Source: an optimization exercise on an open RTL-to-GDS flow (aim: small area). Production flows keep margins and buffers that such runs may drop. At most, simulation tests tie the RTL to the original design; equivalence was not proved. For run 3, only the layout was checked, not whether the RTL still works.

--- flow/design.v ---
module nec16_core (
    input  wire        clk,
    input  wire        rst,           
    input  wire        step,          
    output wire        ready,         
    output wire        done,          
    output wire        err,           
    output wire [1:0]  err_code,      
    input  wire [3:0]  dbg_sel,
    output wire [15:0] dbg_val,
    input  wire        host_we,
    input  wire [15:0] host_wdata,
    output reg         bus_req,
    output reg         bus_we,
    output wire [15:0] bus_addr,
    output wire [7:0]  bus_wdata,
    input  wire        bus_ack,
    input  wire [7:0]  bus_rdata,
    input  wire        bus_err,
    input  wire [1:0]  bus_err_code
);
    localparam [6:0]
        S_IDLE = 7'd0,
        S_LDPC = 7'd1,    
        S_F0   = 7'd2,    
        S_F1   = 7'd3,    
        S_ADV  = 7'd4,    
        S_RD0  = 7'd5,    
        S_RD1  = 7'd6,    
        S_WR0  = 7'd7,    
        S_WR1  = 7'd8,    
        S_INC0 = 7'd9,    
        S_INC1 = 7'd10,   
        S_CMP1 = 7'd11,
        S_CMP2 = 7'd12,
        S_CMP3 = 7'd13,
        S_LI   = 7'd14,   
        S_JI1  = 7'd15,   
        S_JI2  = 7'd16,   
        S_SW1  = 7'd17,
        S_SW2  = 7'd18,
        S_SW3  = 7'd19,
        S_UJ   = 7'd20,   
        S_SPT  = 7'd21,   
        S_SPW  = 7'd22,   
        S_PR1  = 7'd23,   
        S_PR2  = 7'd24,   
        S_CR   = 7'd25,   
        S_CA1  = 7'd26,   
        S_CA2  = 7'd27,   
        S_CA3  = 7'd28,   
        S_CA4  = 7'd29,   
        S_CA5  = 7'd30,   
        S_SPI0 = 7'd31,   
        S_SPI1 = 7'd32,   
        S_PO1  = 7'd33,   
        S_PO2  = 7'd34,   
        S_PO3  = 7'd35,   
        S_PO4  = 7'd36,   
        S_PO5  = 7'd37,   
        S_SA1  = 7'd38,   
        S_SA2  = 7'd39,   
        S_LA   = 7'd40,   
        S_GM1  = 7'd41,   
        S_GM2  = 7'd42,   
        S_GM3  = 7'd43,   
        S_SM   = 7'd44,   
        S_JM1  = 7'd45,   
        S_JM2  = 7'd46,   
        S_OI1  = 7'd47,   
        S_OI2  = 7'd48,   
        S_AL1  = 7'd49,   
        S_AL2  = 7'd50,   
        S_SH1  = 7'd51,   
        S_SH2  = 7'd52,
        S_SHA  = 7'd53,   
        S_SHL  = 7'd54,   
        S_WT   = 7'd55,   
        S_MU1  = 7'd56,   
        S_MUA  = 7'd57,   
        S_MUL  = 7'd58,   
        S_DV0  = 7'd59,   
        S_DV1  = 7'd60,   
        S_DV2  = 7'd61,   
        S_DVA  = 7'd62,   
        S_DVB  = 7'd63,
        S_DVW  = 7'd64;   
    localparam [2:0] X_R = 3'd0, X_T = 3'd1, X_TS = 3'd2, X_U = 3'd3, X_H = 3'd4, X_Z = 3'd5;
    localparam [1:0] M_ADD = 2'd0, M_XOR = 2'd1, M_OR = 2'd2, M_AND = 2'd3;
    localparam [1:0] U_H = 2'd0, U_S = 2'd1, U_B = 2'd2, U_Q = 2'd3;
    reg [15:0] x [0:15];
    reg [15:0] T, U;
    reg [7:0]  ir0, ir1;
    reg [6:0]  st;
    reg [3:0]  cnt;
    reg        F;
    reg        done_r, err_r;
    reg [1:0]  code_r;
    wire [3:0] opcode = ir0[7:4];
    wire [3:0] regA   = ir0[3:0];
    wire [3:0] regB   = ir1[7:4];
    wire [3:0] rrB    = ir1[3:0];
    reg  [3:0] rsel;
    reg  [2:0] xs;
    reg        yr, yi, ci, sinen, zb;
    reg  [1:0] am;
    reg        tl;
    reg  [1:0] um;
    reg        rwe;
    reg  [3:0] wsel;
    reg  [6:0] nst;
    reg        fin, ferr;
    reg  [1:0] fcode;
    reg        fl;        
    reg        cl, ci_en;   
    wire [15:0] R = x[rsel];
    wire        sin = U[15] & sinen;
    reg  [15:0] X;
    always @(*) begin
        case (xs)
            X_R:  X = R;
            X_T:  X = T;
            X_TS: X = {T[14:0], sin};
            X_U:  X = U;
            X_H:  X = host_wdata;
            default: X = 16'h0000;
        endcase
    end
    wire [15:0] Y = ({16{yr}} & R) ^ {16{yi}};
    wire [16:0] sum = {1'b0, X} + {1'b0, Y} + {16'h0000, ci};
    reg  [15:0] S;
    always @(*) begin
        case (am)
            M_ADD: S = sum[15:0];
            M_XOR: S = X ^ Y;
            M_OR:  S = X | Y;
            default: S = X & Y;
        endcase
    end
    wire c16 = sum[16];
    wire Z   = (S == 16'h0000);
    assign ready    = (st == S_IDLE);
    assign done     = done_r;
    assign err      = err_r;
    assign err_code = code_r;
    assign dbg_val  = R;
    assign bus_addr = T;
    assign bus_wdata = U[7:0];
    wire [7:0] bytein = bus_rdata & {8{~zb}};
    wire ack_ok = bus_ack & ~bus_err;
    always @(*) begin
        rsel = dbg_sel; xs = X_R; yr = 1'b0; yi = 1'b0; ci = 1'b0; am = M_ADD;
        sinen = 1'b0; zb = 1'b0;
        tl = 1'b0; um = U_H; rwe = 1'b0; wsel = 4'd15; nst = st;
        fin = 1'b0; ferr = 1'b0; fcode = 2'd0; fl = 1'b0;
        cl = 1'b0; ci_en = 1'b0;
        bus_req = 1'b0; bus_we = 1'b0;
        case (st)
            S_IDLE: begin
                xs = X_H; wsel = dbg_sel;
                if (step) nst = S_LDPC;
                else rwe = host_we;
            end
            S_LDPC: begin rsel = 4'd15; tl = 1'b1; nst = S_F0; end
            S_F0: begin
                xs = X_T; ci = 1'b1;        
                if (Z) begin fin = 1'b1; ferr = 1'b1; fcode = 2'd1; end
                else begin
                    bus_req = 1'b1;
                    if (bus_ack) begin
                        if (bus_err) begin fin = 1'b1; ferr = 1'b1; fcode = bus_err_code; end
                        else begin tl = 1'b1; um = U_B; nst = S_F1; end
                    end
                end
            end
            S_F1: begin
                xs = X_T; ci = 1'b1; bus_req = 1'b1;
                if (bus_ack) begin
                    if (bus_err) begin fin = 1'b1; ferr = 1'b1; fcode = bus_err_code; end
                    else begin tl = 1'b1; um = U_B; nst = S_ADV; end
                end
            end
            S_ADV: begin
                xs = X_T; rwe = 1'b1; wsel = 4'd15;    
                fl = 1'b1;                             
                case (opcode)
                    4'h0: case (regA)
                        4'h1, 4'h2, 4'h3: nst = S_CMP1;
                        4'h4, 4'h5, 4'h8: nst = S_RD0;
                        4'h6: nst = S_CMP1;            
                        4'h7: nst = S_SW1;
                        4'h9: case (regB)
                            4'h0, 4'h3, 4'h6, 4'h7: nst = (regB == 4'h3) ? S_CA1 : S_RD0;
                            4'h1, 4'h4: nst = S_PR1;
                            4'h2, 4'h5: nst = S_PO1;
                            default: fin = 1'b1;
                        endcase
                        default: fin = 1'b1;
                    endcase
                    4'h1: nst = S_JM1;
                    4'h2, 4'h3: nst = S_GM1;
                    4'h4: nst = S_OI1;
                    4'h5, 4'h6, 4'h7, 4'hb, 4'hc: nst = S_AL1;
                    4'h8: nst = S_AL2;
                    4'h9, 4'ha: nst = S_SH1;
                    4'hd: nst = S_MU1;
                    default: nst = S_DV0;
                endcase
            end
            S_RD0, S_RD1: begin
                xs = X_T; ci = 1'b1; bus_req = 1'b1;
                if (bus_ack) begin
                    if (bus_err) begin fin = 1'b1; ferr = 1'b1; fcode = bus_err_code; end
                    else begin
                        tl = 1'b1; um = U_B;
                        if (st == S_RD0) nst = (opcode == 4'h2) ? S_GM2 : S_RD1;
                        else if (opcode != 4'h0) nst = S_GM2;    
                        else case (regA)
                            4'h4: nst = S_LI;
                            4'h5: nst = S_JI1;
                            4'h8: nst = S_UJ;
                            default: case (regB)
                                4'h0: nst = S_SPT;
                                4'h3: nst = S_CA5;
                                4'h2, 4'h5: nst = S_PO3;
                                4'h6: nst = S_SA1;
                                default: nst = F ? S_LA : S_SA1;    
                            endcase
                        endcase
                    end
                end
            end
            S_WR0, S_WR1: begin
                xs = X_T; ci = 1'b1; bus_req = 1'b1; bus_we = 1'b1;
                if (bus_ack) begin
                    if (bus_err) begin fin = 1'b1; ferr = 1'b1; fcode = bus_err_code; end
                    else begin
                        tl = 1'b1; um = U_B;
                        if (st == S_WR0 && opcode == 4'h0) nst = S_WR1;
                        else if (opcode != 4'h0) fin = 1'b1;       
                        else case (regB)
                            4'h0, 4'h1: nst = S_SPW;
                            4'h4: nst = S_CR;
                            4'h3: nst = S_CA4;
                            default: nst = S_INC0;                 
                        endcase
                    end
                end
            end
            S_INC0: begin rsel = 4'd15; ci = 1'b1; rwe = 1'b1; wsel = 4'd15; nst = S_INC1; end
            S_INC1: begin rsel = 4'd15; ci = 1'b1; rwe = 1'b1; wsel = 4'd15; fin = 1'b1; end
            S_CMP1: begin
                if (regA == 4'h6) begin                
                    rsel = rrB; rwe = 1'b1; wsel = regB; fin = 1'b1;
                end else begin
                    rsel = (regA == 4'h2) ? rrB : regB; tl = 1'b1; nst = S_CMP2;
                end
            end
            S_CMP2: begin
                rsel = (regA == 4'h2) ? regB : rrB;
                xs = X_T; yr = 1'b1; yi = 1'b1; ci = 1'b1;
                fl = 1'b1; nst = S_CMP3;
            end
            S_CMP3: begin xs = X_Z; ci = F; rwe = 1'b1; wsel = 4'd2; fin = 1'b1; end
            S_LI:  begin xs = X_U; rwe = 1'b1; wsel = regB; nst = S_INC0; end
            S_JI1: begin rsel = 4'd2; fl = 1'b1; nst = S_JI2; end
            S_JI2: begin xs = F ? X_U : X_T; rwe = 1'b1; wsel = 4'd15; fin = 1'b1; end
            S_UJ:  begin xs = X_U; rwe = 1'b1; wsel = 4'd15; fin = 1'b1; end
            S_SW1: begin rsel = regB; tl = 1'b1; nst = S_SW2; end
            S_SW2: begin rsel = rrB; rwe = 1'b1; wsel = regB; nst = S_SW3; end
            S_SW3: begin xs = X_T; rwe = 1'b1; wsel = rrB; fin = 1'b1; end
            S_SPT: begin rsel = 4'd13; tl = 1'b1; nst = S_WR0; end
            S_SPW: begin xs = X_T; rwe = 1'b1; wsel = 4'd13;
                         if (regB == 4'h0) nst = S_INC0; else fin = 1'b1; end
            S_PR1: begin rsel = (regB == 4'h4) ? 4'd15 : rrB; um = U_S; nst = S_PR2; end
            S_PR2: begin rsel = 4'd13; tl = 1'b1; nst = S_WR0; end
            S_CR:  begin rsel = rrB; rwe = 1'b1; wsel = 4'd15; nst = S_SPW; end
            S_CA1: begin rsel = 4'd15; ci = 1'b1; um = U_S; nst = S_CA2; end
            S_CA2: begin xs = X_U; ci = 1'b1; um = U_S; nst = S_CA3; end
            S_CA3: begin rsel = 4'd13; tl = 1'b1; nst = S_WR0; end
            S_CA4: begin rsel = 4'd15; tl = 1'b1; nst = S_RD0; end
            S_CA5: begin xs = X_U; rwe = 1'b1; wsel = 4'd15; nst = S_SPI0; end
            S_SPI0: begin rsel = 4'd13; ci = 1'b1; rwe = 1'b1; wsel = 4'd13; nst = S_SPI1; end
            S_SPI1: begin rsel = 4'd13; ci = 1'b1; rwe = 1'b1; wsel = 4'd13; fin = 1'b1; end
            S_PO1: begin rsel = 4'd13; yi = 1'b1; tl = 1'b1; nst = S_PO2; end
            S_PO2: begin xs = X_T; yi = 1'b1; tl = 1'b1; nst = S_RD0; end
            S_PO3: begin rsel = 4'd13; yi = 1'b1; rwe = 1'b1; wsel = 4'd13; nst = S_PO4; end
            S_PO4: begin rsel = 4'd13; yi = 1'b1; rwe = 1'b1; wsel = 4'd13; nst = S_PO5; end
            S_PO5: begin xs = X_U; rwe = 1'b1; wsel = (regB == 4'h5) ? 4'd15 : rrB; fin = 1'b1; end
            S_SA1: begin xs = X_U; tl = 1'b1; fl = 1'b1;
                         nst = (regB == 4'h6) ? S_SA2 : S_RD0; end
            S_SA2: begin rsel = rrB; um = U_S; nst = S_WR0; end
            S_LA:  begin xs = X_U; rwe = 1'b1; wsel = rrB; nst = S_INC0; end
            S_GM1: begin rsel = 4'd1; tl = 1'b1; nst = (opcode == 4'h2) ? S_RD0 : S_SM; end
            S_GM2: begin zb = 1'b1; um = U_B; nst = S_GM3; end
            S_GM3: begin xs = X_U; rwe = 1'b1; wsel = regA; fin = 1'b1; end
            S_SM:  begin rsel = regA; um = U_S; nst = S_WR0; end
            S_JM1: begin rsel = 4'd2; fl = 1'b1; nst = S_JM2; end
            S_JM2: begin rsel = regA; rwe = F; wsel = 4'd15; fin = 1'b1; end
            S_OI1: begin zb = 1'b1; um = U_B; nst = S_OI2; end
            S_OI2: begin rsel = regA; xs = X_U; yr = 1'b1; am = M_OR; rwe = 1'b1; wsel = regA; fin = 1'b1; end
            S_AL1: begin rsel = regA; tl = 1'b1; nst = S_AL2; end
            S_AL2: begin
                rwe = 1'b1; wsel = regA; fin = 1'b1;
                case (opcode)
                    4'h5: begin rsel = regB; xs = X_T; yr = 1'b1; am = M_OR; end
                    4'h6: begin rsel = regB; xs = X_T; yr = 1'b1; am = M_AND; end
                    4'h7: begin rsel = regB; xs = X_T; yr = 1'b1; am = M_XOR; end
                    4'h8: begin rsel = regA; xs = X_Z; yr = 1'b1; yi = 1'b1; end
                    4'hb: begin rsel = regB; xs = X_T; yr = 1'b1; end
                    default: begin rsel = regB; xs = X_T; yr = 1'b1; yi = 1'b1; ci = 1'b1; end
                endcase
            end
            S_SH1: begin rsel = regB; cl = 1'b1; nst = S_SH2; end
            S_SH2: begin
                rsel = regA;
                if (opcode == 4'h9) begin tl = 1'b1; nst = S_SHL; end
                else begin um = U_S; nst = S_SHA; end
            end
            S_SHA: begin xs = X_Z; ci = U[15]; tl = 1'b1; um = U_Q; nst = S_SHL; end   
            S_SHL: begin
                if (cnt == 4'hf) nst = S_WT;
                else begin xs = X_TS; sinen = (opcode == 4'ha); tl = 1'b1; um = U_Q; ci_en = 1'b1; end
            end
            S_WT:  begin xs = X_T; rwe = 1'b1; wsel = regA; fin = 1'b1; end
            S_MU1: begin rsel = regB; um = U_S; cl = 1'b1; nst = S_MUA; end
            S_MUA: begin rsel = regA; xs = X_Z; yr = U[15]; tl = 1'b1; um = U_Q; nst = S_MUL; end
            S_MUL: begin
                if (cnt == 4'hf) nst = S_WT;
                else begin rsel = regA; xs = X_TS; yr = U[15]; tl = 1'b1; um = U_Q; ci_en = 1'b1; end
            end
            S_DV0: begin
                rsel = regB; cl = 1'b1;
                if (Z) begin fin = 1'b1; ferr = 1'b1; fcode = 2'd3; end
                else nst = S_DV1;
            end
            S_DV1: begin rsel = regA; um = U_S; nst = S_DV2; end
            S_DV2: begin xs = X_Z; tl = 1'b1; nst = S_DVA; end
            S_DVA: begin
                rsel = regB; xs = X_TS; sinen = 1'b1; yr = 1'b1; yi = 1'b1; ci = 1'b1;
                fl = 1'b1; nst = S_DVB;
            end
            S_DVB: begin
                rsel = regB; xs = X_TS; sinen = 1'b1; yr = F; yi = F; ci = F;
                tl = 1'b1; um = U_Q; ci_en = 1'b1; nst = (cnt == 4'hf) ? S_DVW : S_DVA;
            end
            S_DVW: begin xs = (opcode == 4'he) ? X_U : X_T; rwe = 1'b1; wsel = regA; fin = 1'b1; end
            default: nst = S_IDLE;
        endcase
        if (fin) nst = S_IDLE;
    end
    reg fv;
    always @(*) begin
        fv = Z;
        case (st)
            S_CMP2: fv = (regA == 4'h1) ? ~Z : c16;
            S_DVA:  fv = c16 | T[15];
            S_SA1:  fv = 1'b1;           
            S_ADV:  fv = 1'b0;
            default: fv = Z;
        endcase
    end
    wire qbit = (st == S_DVB) ? F : 1'b0;
    always @(posedge clk) begin
        if (rst) begin
            st     <= S_IDLE;
            done_r <= 1'b0;
        end else begin
            st     <= nst;
            done_r <= fin;
        end
        if (fin) begin
            err_r  <= ferr;
            code_r <= fcode;
        end
        if (rwe) x[wsel] <= S;
        if (tl) T <= S;
        case (um)
            U_S: U <= S;
            U_B: U <= {bytein, U[15:8]};
            U_Q: U <= {U[14:0], qbit};
            default: ;
        endcase
        if (st == S_F0 && bus_ack) ir0 <= bus_rdata;
        if (st == S_F1 && bus_ack) ir1 <= bus_rdata;
        if (fl) F <= fv;
        if (cl) cnt <= (st == S_SH1) ? (R[3:0] ^ {4{opcode == 4'h9}}) : 4'h0;
        else if (ci_en) cnt <= cnt + 4'd1;
    end
endmodule
--- flow/run.sh ---
#!/bin/bash
# synth_recipe.tcl (not shown) runs the flow's synth.tcl, then flattens the netlist and writes it again
# the make line also repeats each setting of config.mk as NAME=value (left out here)
make -C /OpenROAD-flow-scripts/flow DESIGN_CONFIG=/design/flow/config.mk WORK_HOME=/design/flow/orfs CLKGATE_MAP_FILE= SYNTH_SCRIPT=/design/flow/synth_recipe.tcl finish
--- flow/config.mk ---
export PLATFORM = sky130hd
export DESIGN_NAME = nec16_core
export DESIGN_NICKNAME = nec16_core
export VERILOG_FILES = /design/flow/design.v
export SDC_FILE = /design/flow/constraint.sdc
export NUM_CORES = 4
export LEC_CHECK = 0
export ABC_AREA = 1
export CAP_MARGIN = 20
export CORE_MARGIN = 2
export CORE_UTILIZATION = 40
export SLEW_MARGIN = 20
--- flow/constraint.sdc ---
create_clock -name core_clock -period 10.0 [get_ports {clk}]
set_input_delay 2.0000 -clock core_clock [delete_from_list [all_inputs] [get_ports {clk}]]
set_output_delay 2.0000 -clock core_clock [all_outputs]
set_load 0.01 [all_outputs]
==> results of run 1 <==
==> per-stage QoR <==
stage | instance area [µm²] | worst slack, ns | cells | util (%)
CTS | 21400 | 0.331 | 3005 | 47.0
detailed placement | 20300 | 0.461 | 2942 | 44.5
global placement | 20300 | 0.480 | 2942 | 44.5
finish | 21500 | 0.487 | 3006 | 47.2
floorplan | 18600 | 1.87 | 2284 | -
global route | 21500 | 0.00970 | 3005 | 47.2
==> repair_timing <==
item,4_1_cts,5_1_grt
setup endpoints to repair,0,1
setup buffers,0,0
hold buffers,0,0
gates resized for setup,0,8
==> cells by family after synthesis <==
group           after synthesis  synth area share (%)
simple gates               1450                  34.0
flops                       320                  51.3
compound gates              171                  5.44
buf+inv                     306                  6.74
xor+xnor                      2                0.0943
fa+ha+maj                    35                  2.44
==> sequential cells by signal, summed over array words and instances, names as in the netlist <==
signal / flops
err_r: 1
code_r: 2
ir1: 8
T: 16
cnt: 4
ir0: 8
done_r: 1
F: 1
U: 16
x: 256
st: 7
==> cells in the mapped netlist (all sizes together) <==
cell type,instances
a211oi,2
fa,2
xnor2,2
o2111ai,10
o21ai,65
clkinv,2
o31ai,1
nand3b,12
nand3,415
o21bai,3
o311ai,1
o211ai,12
nor2,238
inv,215
nand2,685
o22ai,18
or2,6
dfxtp,8
nor3,32
clkbuf,30
a221oi,1
nand4,40
a22oi,1
nor4b,1
a211o,1
nor3b,2
nor4,16
a311oi,1
o221ai,1
a2111oi,1
o21a,1
buf,59
or4,1
edfxtp,312
and2,1
a41oi,1
a21oi,45
ha,33
and3,1
a31oi,6
==> per-layer routing <==
| metal | wire [µm] | share of wire [%] | track usage (%) | vias to the layer above |
|---|---|---|---|---|
| met3 | 5240 | 7.3 | 3.91 | 122 |
| met4 | 2700 | 3.8 | 11.1 | 0 |
| li1 | - | - | - | 7979 |
| met2 | 33300 | 47 | 48.3 | 740 |
| met1 | 30100 | 42 | 40.9 | 8167 |
| met5 | 0 | 0 | 0 | - |
==> critical path: cells and delay by family <==
family	cells	cell delay, ns
adders and majority gates	1	0.37
buffers and inverters	6	1.70
and+or+nand+nor	24	2.82
AOI/OAI and AO/OA	3	0.57
==> area by class of cell <==
cell class / count / area, µm² / share of cell area [%]
Clock buffer: 41 / 941 / 4.38
Tap cell: 600 / 751 / 3.49
Antenna cell: 1 / 2.50 / 0.0116
Inverter: 217 / 815 / 3.79
Clock inverter: 22 / 215 / 1.00
Sequential cell: 320 / 9530 / 44.3
Timing Repair Buffer: 147 / 1340 / 6.24
Multi-Input combinational cell: 1658 / 7900 / 36.8
==> worst max-delay path by stage <==
stage | slack, ns | start | to | depth (start not counted)
finish | 0.49 | dbg_sel[0] | bus_req | 34
global route | 0.01 | dbg_sel[0] | bus_req | 34
CTS | 0.33 | st[6] | bus_req | 39
detailed placement | 0.46 | dbg_sel[0] | bus_req | 35
global placement | 0.48 | dbg_sel[0] | bus_req | 35
floorplan | 1.87 | dbg_sel[0] | bus_req | 35
==> summary.txt, run 1 <==
# TYPE chip_impl_metric gauge
chip_impl_metric{name="finalCriticalPeriod",unit="ns"} 9.51
chip_impl_info{name="startpoint_type",value="input pin"} 1
chip_impl_metric{name="drt_iter0_markers",unit=""} 1708
chip_impl_metric{name="number_of_antenna_violating_nets_in_the_routed_design",unit=""} 0
chip_impl_metric{name="die_area",unit="µm²"} 48200
chip_impl_info{name="crit-reg2reg-capture",value="U[5]"} 1
chip_impl_metric{name="nNetsFinal",unit=""} 2451
chip_impl_metric{name="start_util",unit="%"} 40.8
chip_impl_metric{name="worst_hold_margin",unit="ns"} 0.616
chip_impl_metric{name="critical_path_required",unit="ns"} 8.00
chip_impl_metric{name="finalClockSkew",unit="ns"} 0.0264
chip_impl_info{name="cpMaxStageDelayCell",value="clkdlybuf4s50_1"} 1
chip_impl_metric{name="drt-total-wl",unit="mm"} 71.3
chip_impl_metric{name="number_of_max_cap_violations",unit=""} 0
chip_impl_info{name="worst-setup-path-type",value="in -> out"} 1
chip_impl_metric{name="hold-path-cell-count",unit=""} 2
chip_impl_metric{name="ys_seq_area_share",unit="%"} 51.3
chip_impl_metric{name="synth.net_count",unit=""} 2355
chip_impl_metric{name="wire_length_of_the_first_global_routing_pass",unit="mm"} 105
chip_impl_metric{name="hpwlAfterDp",unit="mm"} 53.1
chip_impl_metric{name="crit_fanout",unit=""} 43
chip_impl_metric{name="initial_antenna_violation_count",unit=""} 1
chip_impl_metric{name="post_synth_inst_count",unit=""} 2284
chip_impl_metric{name="number_of_buffers_created_by_cts",unit=""} 36
chip_impl_metric{name="h-tree-depth",unit=""} 2
chip_impl_metric{name="grt_max_degree",unit=""} 50
chip_impl_metric{name="globalRouteTotalUtil",unit="%"} 29.8
chip_impl_metric{name="final_layout_fill_cell_count",unit=""} 4403
chip_impl_metric{name="cts.clk_slew.worst_paths",unit="ns"} 0.06
chip_impl_metric{name="postSynthRegisterBits",unit=""} 320
chip_impl_info{name="cts-root-buf",value="clkbuf_16"} 1
chip_impl_metric{name="place_congestion",unit=""} 1.00
chip_impl_info{name="rsz0062_at_grt",value="false"} 1
chip_impl_metric{name="max_slew_margin",unit="%"} 27.7
chip_impl_metric{name="hold_viol",unit=""} 0
chip_impl_info{name="hold_path_startpoint",value="U[12]"} 1
chip_impl_info{name="worstReg2RegStart",value="st[0]"} 1
chip_impl_metric{name="worstSkewPairLatency",unit="ns"} 0.55
chip_impl_info{name="most_frequent_standard_cell_in_the_layout_excluding_fill_and_tap_cells",value="nand2_1"} 1
chip_impl_metric{name="first_global_vias",unit=""} 16030
chip_impl_metric{name="max_slew.worst_pin.slew",unit="ns"} 1.08
chip_impl_metric{name="drcViolationCount",unit=""} 0
chip_impl_metric{name="cts_buffer_depth",unit=""} 3
chip_impl_metric{name="yosysWarningCount",unit=""} 1
chip_impl_metric{name="ys_types",unit=""} 52
chip_impl_info{name="most-common-layout-cells",value="676 x nand2_1, 412 x nand3_1, 312 x edfxtp_1, 219 x nor2_1, 185 x inv_1"} 1
chip_impl_info{name="run_status",value="no timing/DRC/antenna violations"} 1
chip_impl_metric{name="die_height",unit="µm"} 220
chip_impl_info{name="hold_path_class",value="reg -> reg"} 1
chip_impl_metric{name="final-max-slew-violation-count",unit=""} 0
chip_impl_metric{name="drive_above_1_share",unit="%"} 7.90
chip_impl_metric{name="numClockSinks",unit=""} 320
chip_impl_info{name="crit_path_frequent_cell",value="nand3_1"} 1
chip_impl_metric{name="grt_overflow_total",unit=""} 0
chip_impl_metric{name="r2r.worst_path.cells",unit=""} 37
chip_impl_metric{name="die-width",unit="µm"} 220
chip_impl_metric{name="number_of_setup_violations_in_the_final_report",unit=""} 0
chip_impl_metric{name="row_count",unit=""} 78
chip_impl_info{name="min_to",value="U[13]"} 1
chip_impl_metric{name="routed_length_per_placed_instance",unit="µm"} 23.7
chip_impl_metric{name="via_per_inst",unit=""} 5.66
chip_impl_info{name="synth.top_cells.by_area",value="edfxtp_1 50%, nand2_1 14%, nand3_1 11%, nor2_1 4.6%, inv_1 3.7%"} 1
chip_impl_metric{name="worstPathArrival",unit="ns"} 7.51
chip_impl_metric{name="area_delta_synth_final",unit="%"} 15.7
chip_impl_metric{name="design.core.area",unit="µm²"} 45600
chip_impl_metric{name="port-buffer-count",unit=""} 82
chip_impl_metric{name="synthesis.area",unit="µm²"} 18600
chip_impl_metric{name="timing.reg2reg.setup_slack",unit="ns"} 2.34
chip_impl_metric{name="setup_total_negative_slack",unit="ns"} 0
chip_impl_metric{name="mean_instance_size_in_the_synthesized_netlist",unit="µm²"} 8.13
chip_impl_metric{name="timing.critical_path.slowest_cell_delay",unit="ns"} 0.48
chip_impl_metric{name="dr_pass1_iterations",unit=""} 6
chip_impl_metric{name="achievable-frequency",unit="GHz"} 0.105
chip_impl_info{name="endpoint_kind",value="primary output"} 1
chip_impl_info{name="clock_tree_from_tritoncts",value="yes"} 1
chip_impl_metric{name="synth.top_cell.area_share",unit="%"} 50.4
chip_impl_metric{name="num_ports",unit=""} 83
chip_impl_metric{name="post-route-period-util",unit="%"} 95.1
chip_impl_metric{name="dr_total_vias",unit=""} 17008
chip_impl_info{name="post-synth-top-area-cell",value="edfxtp_1"} 1
==> run 2: changes to the inputs <==
--- a/flow/design.v
+++ b/flow/design.v
@@ -85,5 +85,6 @@
         S_DVA  = 7'd62,   
         S_DVB  = 7'd63,
-        S_DVW  = 7'd64;   
+        S_DVW  = 7'd64,   
+        S_CHK  = 7'd65;   
     localparam [2:0] X_R = 3'd0, X_T = 3'd1, X_TS = 3'd2, X_U = 3'd3, X_H = 3'd4, X_Z = 3'd5;
     localparam [1:0] M_ADD = 2'd0, M_XOR = 2'd1, M_OR = 2'd2, M_AND = 2'd3;
@@ -159,17 +160,18 @@
             S_IDLE: begin
                 xs = X_H; wsel = dbg_sel;
-                if (step) nst = S_LDPC;
+                if (step) nst = S_CHK;
                 else rwe = host_we;
             end
+            S_CHK: begin
+                rsel = 4'd15; ci = 1'b1;    
+                if (c16) begin fin = 1'b1; ferr = 1'b1; fcode = 2'd1; end
+                else nst = S_LDPC;
+            end
             S_LDPC: begin rsel = 4'd15; tl = 1'b1; nst = S_F0; end
             S_F0: begin
-                xs = X_T; ci = 1'b1;        
-                if (Z) begin fin = 1'b1; ferr = 1'b1; fcode = 2'd1; end
-                else begin
-                    bus_req = 1'b1;
-                    if (bus_ack) begin
-                        if (bus_err) begin fin = 1'b1; ferr = 1'b1; fcode = bus_err_code; end
-                        else begin tl = 1'b1; um = U_B; nst = S_F1; end
-                    end
+                xs = X_T; ci = 1'b1; bus_req = 1'b1;    
+                if (bus_ack) begin
+                    if (bus_err) begin fin = 1'b1; ferr = 1'b1; fcode = bus_err_code; end
+                    else begin tl = 1'b1; um = U_B; nst = S_F1; end
                 end
             end
==> flow/flow/run.sh (new file) <==
#!/bin/bash
# The standard layout (standard.sh), with synthesis mapped by flow/abc.script
# (an area-oriented ABC script) and the settings below.
set -euo pipefail
HERE=$(pwd)
export AREA_ABC_SCRIPT=$HERE/flow/abc.script
bash standard.sh SYNTH_SCRIPT=$HERE/flow/synth.tcl finish > $HERE/flow_make.log 2>&1
==> flow/flow/abc.script (new file) <==
strash
&get -n
&deepsyn -T 60
&put
balance
rewrite
refactor
balance
rewrite
rewrite -z
balance
refactor -z
rewrite -z
balance
dch
amap
topo
==> flow/flow/synth.tcl (new file) <==
# synth_recipe.tcl with one change: the final technology mapping uses flow/abc.script
proc synth {args} { yosys synth -nofsm -noshare {*}$args }
proc abc {args} {
  set i [lsearch -exact $args -script]
  if { $i >= 0 } { lset args [expr { $i + 1 }] $::env(AREA_ABC_SCRIPT) }
  yosys abc {*}$args
}
source $::env(SCRIPTS_DIR)/synth.tcl
# left out here: clear keep_hierarchy, flatten, clean up, hide names made inside functions, write 1_2_yosys.v
==> flow/standard.sh (new file) <==
#!/bin/bash
# synth_recipe.tcl (not shown) runs the flow's synth.tcl, then flattens the netlist and writes it again
# the make line also repeats each setting of config.mk as NAME=value (left out here)
make -C /OpenROAD-flow-scripts/flow DESIGN_CONFIG=/design/flow/config.mk WORK_HOME=/design/flow/orfs CLKGATE_MAP_FILE= SYNTH_SCRIPT=/design/flow/synth_recipe.tcl "${@:-finish}"
--- a/flow/config.mk
+++ b/flow/config.mk
@@ -6,7 +6,6 @@
 export NUM_CORES = 4
 export LEC_CHECK = 0
-export ABC_AREA = 1
 export CAP_MARGIN = 20
 export CORE_MARGIN = 2
-export CORE_UTILIZATION = 40
+export CORE_UTILIZATION = 60
 export SLEW_MARGIN = 20
removed: flow/run.sh
==> summary.txt, run 2 <==
# TYPE chip_impl_metric gauge
chip_impl_metric{name="numClockSinks",unit=""} 320
chip_impl_metric{name="routed_length_per_placed_instance",unit="µm"} 31.7
chip_impl_metric{name="max_slew.worst_pin.slew",unit="ns"} 0.998
chip_impl_metric{name="grt_max_degree",unit=""} 28
chip_impl_metric{name="largest_register_ffs",unit=""} 256
chip_impl_info{name="cpLargestDelayFamily",value="simple AND/OR/NAND/NOR gates"} 1
chip_impl_metric{name="drcViolationCount",unit=""} 0
chip_impl_info{name="run_status",value="no timing/DRC/antenna violations"} 1
chip_impl_metric{name="finish.instance_area",unit="µm²"} 19300
chip_impl_metric{name="synth-edff-count",unit=""} 312
chip_impl_info{name="post-synth-top-area-cell",value="edfxtp_1"} 1
chip_impl_metric{name="hpwlAfterDp",unit="mm"} 42.3
chip_impl_metric{name="port-buffer-count",unit=""} 82
chip_impl_info{name="hold_path_class",value="reg -> reg"} 1
chip_impl_metric{name="dp_cells",unit=""} 1979
chip_impl_metric{name="critPathBufInv",unit=""} 13
chip_impl_metric{name="postSynthRegisterBits",unit=""} 320
chip_impl_metric{name="globalRouteTotalUtil",unit="%"} 47.6
chip_impl_metric{name="groute.layer.met3.usage",unit="%"} 19.4
chip_impl_metric{name="first_global_vias",unit=""} 14959
chip_impl_metric{name="cts.clk_slew.worst_paths",unit="ns"} 0.06
chip_impl_info{name="yosys.cell_count.top_type",value="edfxtp_1"} 1
chip_impl_metric{name="synthArstFlopShare",unit="%"} 0
chip_impl_metric{name="setup_slack",unit="ns"} 0.302
chip_impl_metric{name="row_count",unit=""} 58
chip_impl_metric{name="design.core.area",unit="µm²"} 25300
chip_impl_metric{name="critical_path_required",unit="ns"} 10.44
chip_impl_metric{name="number_of_max_cap_violations",unit=""} 0
chip_impl_metric{name="mean_instance_size_in_the_synthesized_netlist",unit="µm²"} 10.9
chip_impl_metric{name="nNetsFinal",unit=""} 1757
chip_impl_metric{name="drt_iter0_markers",unit=""} 3376
chip_impl_metric{name="start_util",unit="%"} 61.4
chip_impl_metric{name="max_slew_margin",unit="%"} 33.5
chip_impl_info{name="endpoint_kind",value="flip-flop"} 1
chip_impl_metric{name="timing.reg2reg.setup_slack",unit="ns"} 0.30
chip_impl_metric{name="post-route-period-util",unit="%"} 97.0
chip_impl_metric{name="via_per_inst",unit=""} 7.41
chip_impl_info{name="hold_path_startpoint",value="st[5]"} 1
chip_impl_metric{name="initial_antenna_violation_count",unit=""} 5
chip_impl_metric{name="synth.net_count",unit=""} 1499
chip_impl_metric{name="final_layout_fill_cell_count",unit=""} 1527
chip_impl_metric{name="die_height",unit="µm"} 165
chip_impl_metric{name="area_delta_synth_final",unit="%"} 24.3
chip_impl_info{name="most-common-layout-cells",value="312 x edfxtp_1, 212 x nor2_1, 179 x clkinv_1, 150 x buf_4, 93 x o21ai_0"} 1
chip_impl_info{name="layout_top_registers",value="x: 256 flops, T: 16 flops, U: 16 flops"} 1
chip_impl_metric{name="finalClockSkew",unit="ns"} 0.0200
chip_impl_info{name="cts-root-buf",value="clkbuf_16"} 1
chip_impl_metric{name="worstPathArrival",unit="ns"} 10.14
chip_impl_metric{name="yosysWarningCount",unit=""} 1
chip_impl_metric{name="post_layout_nonfiller_instances",unit=""} 2042
chip_impl_metric{name="place_congestion",unit=""} 1.03
chip_impl_info{name="worstReg2RegStart",value="st[6]"} 1
chip_impl_info{name="synth_top_cells_by_count",value="312 x edfxtp_1, 242 x nor2_1, 186 x clkinv_1, 103 x o21ai_0, 91 x o22ai_1"} 1
chip_impl_metric{name="grt_overflow_total",unit=""} 0
chip_impl_metric{name="finalCriticalPeriod",unit="ns"} 9.70
chip_impl_info{name="worst-setup-path-type",value="reg -> reg"} 1
chip_impl_metric{name="timing.critical_path.slowest_cell_delay",unit="ns"} 0.59
chip_impl_info{name="crit_path_frequent_cell",value="nor2_1"} 1
chip_impl_info{name="ys.flop_type",value="edfxtp_1"} 1
chip_impl_metric{name="post_synth_inst_count",unit=""} 1428
chip_impl_metric{name="number_of_setup_violations_in_the_final_report",unit=""} 0
chip_impl_metric{name="number_of_antenna_violating_nets_in_the_routed_design",unit=""} 0
chip_impl_info{name="critical_path.startpoint",value="st[6]"} 1
chip_impl_info{name="clock_tree_from_tritoncts",value="yes"} 1
chip_impl_metric{name="crit_fanout",unit=""} 6
chip_impl_metric{name="synthesis.area",unit="µm²"} 15600
chip_impl_info{name="startpoint_type",value="flip-flop"} 1
chip_impl_metric{name="placement.setup.worst_slack",unit="ns"} -0.0166
chip_impl_info{name="max_flop_register",value="x"} 1
chip_impl_metric{name="dr_pass1_iterations",unit=""} 9
chip_impl_metric{name="cts_buffer_depth",unit=""} 3
chip_impl_metric{name="placedInstanceArea",unit="µm²"} 18000
chip_impl_metric{name="synth.top_cell.area_share",unit="%"} 60.2
chip_impl_metric{name="global_route.usage.met1",unit="%"} 57.7
chip_impl_info{name="grt_most_used_layer",value="met2"} 1
chip_impl_metric{name="ys_seq_area_share",unit="%"} 61.3
chip_impl_metric{name="ys_types",unit=""} 49
chip_impl_metric{name="post_cts_hold_buffer_count",unit=""} 0
chip_impl_metric{name="number_of_buffers_created_by_cts",unit=""} 31
chip_impl_metric{name="final-max-slew-violation-count",unit=""} 0
chip_impl_metric{name="die-width",unit="µm"} 165
chip_impl_metric{name="hold_viol",unit=""} 0
chip_impl_metric{name="h-tree-depth",unit=""} 1
chip_impl_metric{name="wire_length_of_the_first_global_routing_pass",unit="mm"} 92.8
chip_impl_metric{name="dr_total_vias",unit=""} 15140
chip_impl_metric{name="num_ports",unit=""} 83
chip_impl_info{name="most_frequent_standard_cell_in_the_layout_excluding_fill_and_tap_cells",value="edfxtp_1"} 1
chip_impl_metric{name="groute.layer.met2.usage",unit="%"} 70.2
chip_impl_metric{name="achievable-frequency",unit="GHz"} 0.103
chip_impl_info{name="cpMaxStageDelayCell",value="or4_4"} 1
chip_impl_metric{name="die_area",unit="µm²"} 27200
chip_impl_info{name="synth.top_cells.by_area",value="edfxtp_1 60%, nor2_1 5.8%, clkinv_1 4.5%, o22ai_1 3.7%, o21ai_0 3.3%"} 1
chip_impl_metric{name="drt-total-wl",unit="mm"} 64.8
chip_impl_metric{name="drive_above_1_share",unit="%"} 16.7
chip_impl_metric{name="worstSkewPairLatency",unit="ns"} 0.61
==> run 2: cell families (layout without fill, tap and decap cells) <==
group	Yosys count	after routing	share of synthesized area (%)
and+or+nand+nor	498	498	14.4
AOI/OAI and AO/OA	381	381	16.6
DFF	320	320	61.3
buffers and inverters	194	477	4.87
adders and majority gates	35	35	2.91
other	0	1	0
==> run 2: final timing paths <==
check | to | cells past startpoint
worst max-delay path | st[5] | 55
worst min-delay path | st[4] | 2
worst max register to register | st[5] | 55
worst min register to register | st[4] | 2
==> run 2: repair_timing <==
action / CTS / global route
cloned: 0 / 0
buffers inserted: 0 / 4
resized for setup: 7 / 60
pin swaps: 0 / 7
endpoints found under the setup margin: 11 / 15
==> run 2: stage by stage <==
step                setup TNS (ns)  hold slack (ns)  utilization, %
floorplan                        0            0.497               -
global placement                 0            0.529            70.9
detailed placement         -0.0219            0.518            71.1
CTS                              0            0.530            75.4
global route                -0.115            0.547            76.3
finish                           0            0.536            76.3
==> run 2: final cells by class <==
type / instances / area [µm²] / share of cell area, %
inverters: 186 / 726 / 3.75
well taps: 330 / 413 / 2.14
clock inverters: 26 / 288 / 1.49
diodes: 1 / 2.50 / 0.0129
flip-flops and latches: 320 / 9530 / 49.3
clock buffers: 32 / 779 / 4.03
repair buffers: 233 / 1960 / 10.1
multi-input cells: 914 / 5640 / 29.2
==> run 2: tightest hold or removal path: cells and delay by family (launching register included) <==
kind | cells | cell delay (ns)
flops | 1 | 0.34
simple gates | 2 | 0.16
==> run 2: per-layer routing <==
metal  wire, µm  share of wire [%]  vias up
li1           -                  -     5995
met1      20800                 32     6987
met2      28100                 43     1685
met3      10700                 16      465
met4       5230                8.1        8
met5         63              0.097        -
==> run 3: changes to the inputs <==
--- a/flow/design.v
+++ b/flow/design.v
@@ -31,5 +31,4 @@
         S_WR1  = 7'd8,    
         S_INC0 = 7'd9,    
-        S_INC1 = 7'd10,   
         S_CMP1 = 7'd11,
         S_CMP2 = 7'd12,
@@ -48,14 +47,10 @@
         S_CR   = 7'd25,   
         S_CA1  = 7'd26,   
-        S_CA2  = 7'd27,   
         S_CA3  = 7'd28,   
         S_CA4  = 7'd29,   
         S_CA5  = 7'd30,   
         S_SPI0 = 7'd31,   
-        S_SPI1 = 7'd32,   
         S_PO1  = 7'd33,   
-        S_PO2  = 7'd34,   
         S_PO3  = 7'd35,   
-        S_PO4  = 7'd36,   
         S_PO5  = 7'd37,   
         S_SA1  = 7'd38,   
@@ -104,5 +99,5 @@
     reg  [3:0] rsel;
     reg  [2:0] xs;
-    reg        yr, yi, ci, sinen, zb;
+    reg        yr, yi, ci, sinen, zb, two;
     reg  [1:0] am;
     reg        tl;
@@ -128,5 +123,6 @@
         endcase
     end
-    wire [15:0] Y = ({16{yr}} & R) ^ {16{yi}};
+    wire [15:0] Yb = ({16{yr}} & R) ^ {16{yi}};
+    wire [15:0] Y = {Yb[15:2], Yb[1] | two, Yb[0] & ~two};
     wire [16:0] sum = {1'b0, X} + {1'b0, Y} + {16'h0000, ci};
     reg  [15:0] S;
@@ -151,5 +147,5 @@
     wire ack_ok = bus_ack & ~bus_err;
     always @(*) begin
-        rsel = dbg_sel; xs = X_R; yr = 1'b0; yi = 1'b0; ci = 1'b0; am = M_ADD;
+        rsel = dbg_sel; xs = X_R; yr = 1'b0; yi = 1'b0; ci = 1'b0; am = M_ADD; two = 1'b0;
         sinen = 1'b0; zb = 1'b0;
         tl = 1'b0; um = U_H; rwe = 1'b0; wsel = 4'd15; nst = st;
@@ -250,6 +246,5 @@
                 end
             end
-            S_INC0: begin rsel = 4'd15; ci = 1'b1; rwe = 1'b1; wsel = 4'd15; nst = S_INC1; end
-            S_INC1: begin rsel = 4'd15; ci = 1'b1; rwe = 1'b1; wsel = 4'd15; fin = 1'b1; end
+            S_INC0: begin rsel = 4'd15; two = 1'b1; rwe = 1'b1; wsel = 4'd15; fin = 1'b1; end
             S_CMP1: begin
                 if (regA == 4'h6) begin                
@@ -278,15 +273,11 @@
             S_PR2: begin rsel = 4'd13; tl = 1'b1; nst = S_WR0; end
             S_CR:  begin rsel = rrB; rwe = 1'b1; wsel = 4'd15; nst = S_SPW; end
-            S_CA1: begin rsel = 4'd15; ci = 1'b1; um = U_S; nst = S_CA2; end
-            S_CA2: begin xs = X_U; ci = 1'b1; um = U_S; nst = S_CA3; end
+            S_CA1: begin rsel = 4'd15; two = 1'b1; um = U_S; nst = S_CA3; end
             S_CA3: begin rsel = 4'd13; tl = 1'b1; nst = S_WR0; end
             S_CA4: begin rsel = 4'd15; tl = 1'b1; nst = S_RD0; end
             S_CA5: begin xs = X_U; rwe = 1'b1; wsel = 4'd15; nst = S_SPI0; end
-            S_SPI0: begin rsel = 4'd13; ci = 1'b1; rwe = 1'b1; wsel = 4'd13; nst = S_SPI1; end
-            S_SPI1: begin rsel = 4'd13; ci = 1'b1; rwe = 1'b1; wsel = 4'd13; fin = 1'b1; end
-            S_PO1: begin rsel = 4'd13; yi = 1'b1; tl = 1'b1; nst = S_PO2; end
-            S_PO2: begin xs = X_T; yi = 1'b1; tl = 1'b1; nst = S_RD0; end
-            S_PO3: begin rsel = 4'd13; yi = 1'b1; rwe = 1'b1; wsel = 4'd13; nst = S_PO4; end
-            S_PO4: begin rsel = 4'd13; yi = 1'b1; rwe = 1'b1; wsel = 4'd13; nst = S_PO5; end
+            S_SPI0: begin rsel = 4'd13; two = 1'b1; rwe = 1'b1; wsel = 4'd13; fin = 1'b1; end
+            S_PO1: begin rsel = 4'd13; yi = 1'b1; two = 1'b1; tl = 1'b1; nst = S_RD0; end
+            S_PO3: begin rsel = 4'd13; yi = 1'b1; two = 1'b1; rwe = 1'b1; wsel = 4'd13; nst = S_PO5; end
             S_PO5: begin xs = X_U; rwe = 1'b1; wsel = (regB == 4'h5) ? 4'd15 : rrB; fin = 1'b1; end
             S_SA1: begin xs = X_U; tl = 1'b1; fl = 1'b1;
==> flow/flow/run.sh (replaced) <==
#!/bin/bash
# The standard layout (standard.sh) with three changes:
#  - synthesis maps with flow/abc.script (an area-oriented ABC script);
#  - ports are buffered with sky130_fd_sc_hd__buf_1;
#  - the clock tree is built from clkbuf_8 without dummy loads.
# Each ORFS step writes its full log under orfs/logs; make's output is in flow_make.log.
set -euo pipefail
HERE=$(pwd)
export AREA_ABC_SCRIPT=$HERE/flow/abc.script
export CTS_ARGS="-sink_clustering_enable -repair_clock_nets -buf_list sky130_fd_sc_hd__clkbuf_8 -dont_use_dummy_load"
bash standard.sh SYNTH_SCRIPT=$HERE/flow/synth.tcl "BUFFER_PORTS_ARGS=-buffer_cell sky130_fd_sc_hd__buf_1" finish > $HERE/flow_make.log 2>&1
--- a/flow/config.mk
+++ b/flow/config.mk
@@ -8,4 +8,4 @@
 export CAP_MARGIN = 20
 export CORE_MARGIN = 2
-export CORE_UTILIZATION = 60
+export CORE_UTILIZATION = 50
 export SLEW_MARGIN = 20
==> summary.txt, run 3 <==
# TYPE chip_impl_metric gauge
chip_impl_metric{name="via_per_inst",unit=""} 6.40
chip_impl_metric{name="wire_length_of_the_first_global_routing_pass",unit="mm"} 83.4
chip_impl_metric{name="cts_buffer_depth",unit=""} 3
chip_impl_metric{name="critPathBufInv",unit=""} 10
chip_impl_metric{name="postSynthRegisterBits",unit=""} 320
chip_impl_info{name="post-synth-top-area-cell",value="edfxtp_1"} 1
chip_impl_metric{name="h-tree-depth",unit=""} 2
chip_impl_metric{name="synthArstFlopShare",unit="%"} 0
chip_impl_metric{name="nNetsFinal",unit=""} 1790
chip_impl_metric{name="placement.setup.worst_slack",unit="ns"} 0.398
chip_impl_metric{name="first_global_vias",unit=""} 12909
chip_impl_metric{name="grt_overflow_total",unit=""} 0
chip_impl_info{name="worst-setup-path-type",value="reg -> reg"} 1
chip_impl_metric{name="number_of_max_cap_violations",unit=""} 0
chip_impl_metric{name="dr_total_vias",unit=""} 13532
chip_impl_info{name="endpoint_kind",value="flip-flop"} 1
chip_impl_metric{name="placedInstanceArea",unit="µm²"} 17300
chip_impl_info{name="yosys.cell_count.top_type",value="edfxtp_1"} 1
chip_impl_metric{name="initial_antenna_violation_count",unit=""} 1
chip_impl_metric{name="synth-adder-area-share",unit="%"} 2.90
chip_impl_metric{name="globalRouteTotalUtil",unit="%"} 34.6
chip_impl_metric{name="critical_path_required",unit="ns"} 10.48
chip_impl_metric{name="hpwlAfterDp",unit="mm"} 39.7
chip_impl_metric{name="finalCriticalPeriod",unit="ns"} 9.32
chip_impl_metric{name="finish.utilization",unit="%"} 59.3
chip_impl_info{name="clock_tree_from_tritoncts",value="yes"} 1
chip_impl_metric{name="worstSkewPairLatency",unit="ns"} 0.60
chip_impl_metric{name="synthesis.area",unit="µm²"} 15600
chip_impl_metric{name="synth.top_cell.area_share",unit="%"} 60.0
chip_impl_info{name="max_flop_register",value="x"} 1
chip_impl_metric{name="dp_cells",unit=""} 2056
chip_impl_metric{name="die-width",unit="µm"} 181
chip_impl_metric{name="die_height",unit="µm"} 181
chip_impl_metric{name="grt_max_degree",unit=""} 44
chip_impl_metric{name="design.core.area",unit="µm²"} 30700
chip_impl_metric{name="max_slew_margin",unit="%"} 22.9
chip_impl_metric{name="place_congestion",unit=""} 1.06
chip_impl_metric{name="hold_viol",unit=""} 0
chip_impl_metric{name="yosysWarningCount",unit=""} 1
chip_impl_info{name="synth_top_family_by_area",value="compound AO/OA/AOI/OAI gates"} 1
chip_impl_metric{name="synth.net_count",unit=""} 1540
chip_impl_info{name="startpoint_type",value="flip-flop"} 1
chip_impl_info{name="cpMaxStageDelayCell",value="dfxtp_1"} 1
chip_impl_info{name="most_frequent_standard_cell_in_the_layout_excluding_fill_and_tap_cells",value="edfxtp_1"} 1
chip_impl_info{name="ys.flop_type",value="edfxtp_1"} 1
chip_impl_metric{name="crit_fanout",unit=""} 18
chip_impl_metric{name="ys_seq_area_share",unit="%"} 61.1
chip_impl_metric{name="num_ports",unit=""} 83
chip_impl_metric{name="setup_slack",unit="ns"} 0.677
chip_impl_metric{name="dr_pass1_iterations",unit=""} 8
chip_impl_metric{name="number_of_buffers_created_by_cts",unit=""} 53
chip_impl_info{name="cts-root-buf",value="clkbuf_8"} 1
chip_impl_metric{name="mean_instance_size_in_the_synthesized_netlist",unit="µm²"} 10.6
chip_impl_metric{name="number_of_antenna_violating_nets_in_the_routed_design",unit=""} 0
chip_impl_metric{name="port-buffer-count",unit=""} 82
chip_impl_metric{name="die_area",unit="µm²"} 32600
chip_impl_info{name="run_status",value="no timing/DRC/antenna violations"} 1
chip_impl_metric{name="number_of_setup_violations_in_the_final_report",unit=""} 0
chip_impl_info{name="synth.top_cells.by_area",value="edfxtp_1 60%, nor2_1 7.3%, clkinv_1 4.7%, o21ai_0 3.6%, o22ai_1 3.1%"} 1
chip_impl_metric{name="drt-total-wl",unit="mm"} 56.9
chip_impl_info{name="hold_path_class",value="reg -> reg"} 1
chip_impl_metric{name="synth_area_in_xor_xnor",unit="%"} 0
chip_impl_metric{name="ys_types",unit=""} 42
chip_impl_metric{name="synth-edff-count",unit=""} 312
chip_impl_metric{name="synth_simple_gate_area_share",unit="%"} 15.5
chip_impl_metric{name="final-max-slew-violation-count",unit=""} 0
chip_impl_info{name="layout_top_registers",value="x: 256 flops, T: 16 flops, U: 16 flops"} 1
chip_impl_metric{name="drt_iter0_markers",unit=""} 1710
chip_impl_metric{name="drcViolationCount",unit=""} 0
chip_impl_metric{name="area_delta_synth_final",unit="%"} 16.6
chip_impl_metric{name="worstPathArrival",unit="ns"} 9.81
chip_impl_info{name="crit_path_frequent_cell",value="nor2_1"} 1
chip_impl_metric{name="yosys-mux-area-fraction",unit="%"} 0
chip_impl_info{name="cpLargestDelayFamily",value="simple AND/OR/NAND/NOR gates"} 1
chip_impl_metric{name="finish.instance_area",unit="µm²"} 18200
chip_impl_metric{name="cts.clk_slew.worst_paths",unit="ns"} 0.05
chip_impl_metric{name="largest_register_ffs",unit=""} 256
chip_impl_info{name="most-common-layout-cells",value="312 x edfxtp_1, 281 x nor2_1, 189 x clkinv_1, 121 x buf_4, 108 x o21ai_0"} 1
chip_impl_metric{name="post_synth_inst_count",unit=""} 1469
chip_impl_metric{name="max_slew.worst_pin.slew",unit="ns"} 1.15
chip_impl_metric{name="synth_compound_gate_area_share",unit="%"} 15.5
chip_impl_metric{name="drive_above_1_share",unit="%"} 13.0
chip_impl_metric{name="numClockSinks",unit=""} 320
chip_impl_metric{name="start_util",unit="%"} 50.9
chip_impl_metric{name="post-route-period-util",unit="%"} 93.2
chip_impl_metric{name="post_layout_nonfiller_instances",unit=""} 2114
chip_impl_metric{name="finalClockSkew",unit="ns"} 0.0370
chip_impl_metric{name="setup_total_negative_slack",unit="ns"} 0
chip_impl_metric{name="routed_length_per_placed_instance",unit="µm"} 26.9
chip_impl_metric{name="row_count",unit=""} 64
chip_impl_info{name="synth_top_cells_by_count",value="312 x edfxtp_1, 302 x nor2_1, 195 x clkinv_1, 112 x o21ai_0, 77 x o22ai_1"} 1
chip_impl_metric{name="timing.critical_path.slowest_cell_delay",unit="ns"} 0.54
chip_impl_metric{name="achievable-frequency",unit="GHz"} 0.107
run 3: logic make-up after synthesis:
logic type	count (synthesis)
compound gates	362
buf+inv	203
fa+ha+maj	35
flops	320
simple gates	549
run 3: timing repair:
action,4_1_cts,5_1_grt
hold buffers,0,0
setup buffers,0,4
resized for setup,0,28
endpoints found under the setup margin,0,11
run 3: final timing paths:
path | startpoint | to | slack, ns | depth (start not counted)
worst max-delay path | st[1] | st[0] | 0.68 | 58
worst min-delay path | st[2] | st[2] | 0.54 | 2
worst max register to register | st[1] | st[0] | 0.68 | 58
worst min register to register | st[2] | st[2] | 0.54 | 2
run 3: metrics by stage:
| step | hold WS, ns |
|---|---|
| global route | 0.559 |
| finish | 0.538 |
| CTS | 0.537 |
| global placement | 0.512 |
| detailed placement | 0.528 |
| floorplan | 0.543 |
run 3: layout make-up:
| class | instances | area, µm² |
|---|---|---|
| fillers | 2608 | 12500 |
| flip-flops and latches | 320 | 9530 |
| multi-input cells | 946 | 5480 |
| repair buffers | 203 | 1220 |
| inverters | 195 | 739 |
| clock buffers | 53 | 729 |
| well taps | 396 | 495 |
| diodes | 1 | 2.50 |
run 3: routing by layer:
| metal | global-route usage, % | vias up | part of all wire [%] |
|---|---|---|---|
| li1 | - | 5991 | - |
| met1 | 49.1 | 6594 | 42 |
| met2 | 52.6 | 792 | 45 |
| met3 | 6.16 | 155 | 9.3 |
| met4 | 14.4 | 0 | 4.3 |
| met5 | 0 | - | 0 |
run 3: tightest hold or removal path, cell delays in order, from the launching register on:
cell,delay (ns)
dfxtp_1,0.31
clkinv_1,0.08
o22ai_1,0.09

-- static timing again, ports no longer ideal --
How much do the figures lean on ideal ports? The routed layouts below were timed once more, with nothing changed but the port constraints.
Step 1 assumes that a clkbuf_16 drives the clock port and a buf_2 every other input.
Step 2 times the ports against the registers' clock, not the clock port: input delays grow and output delays shrink by t, the midpoint of the rising clock arrivals with the driver on.
Slacks: ideal / step 1 / step 2; pairs: ideal / step 1.
run	shift t [ns]	setup slack, ns	hold slack, ns	worst setup path at the end	latest minus earliest clock arrival (ns)
run 1	0.597	0.487 / 0.459 / 0.459	0.616 / 0.616 / 0.616	input to output	0.027 / 0.026
run 2	0.650	0.302 / 0.302 / -0.050	0.536 / 0.536 / 0.536	input to register	0.020 / 0.020
run 3	0.631	0.677 / 0.677 / 0.677	0.538 / 0.538 / 0.538	register to register	0.037 / 0.037
Met with ideal ports but missed after step 2: setup timing in run 2. For run 2, which loses most, drivers alone change the setup slack by 0.000 ns; drivers and shift together by -0.352 ns.
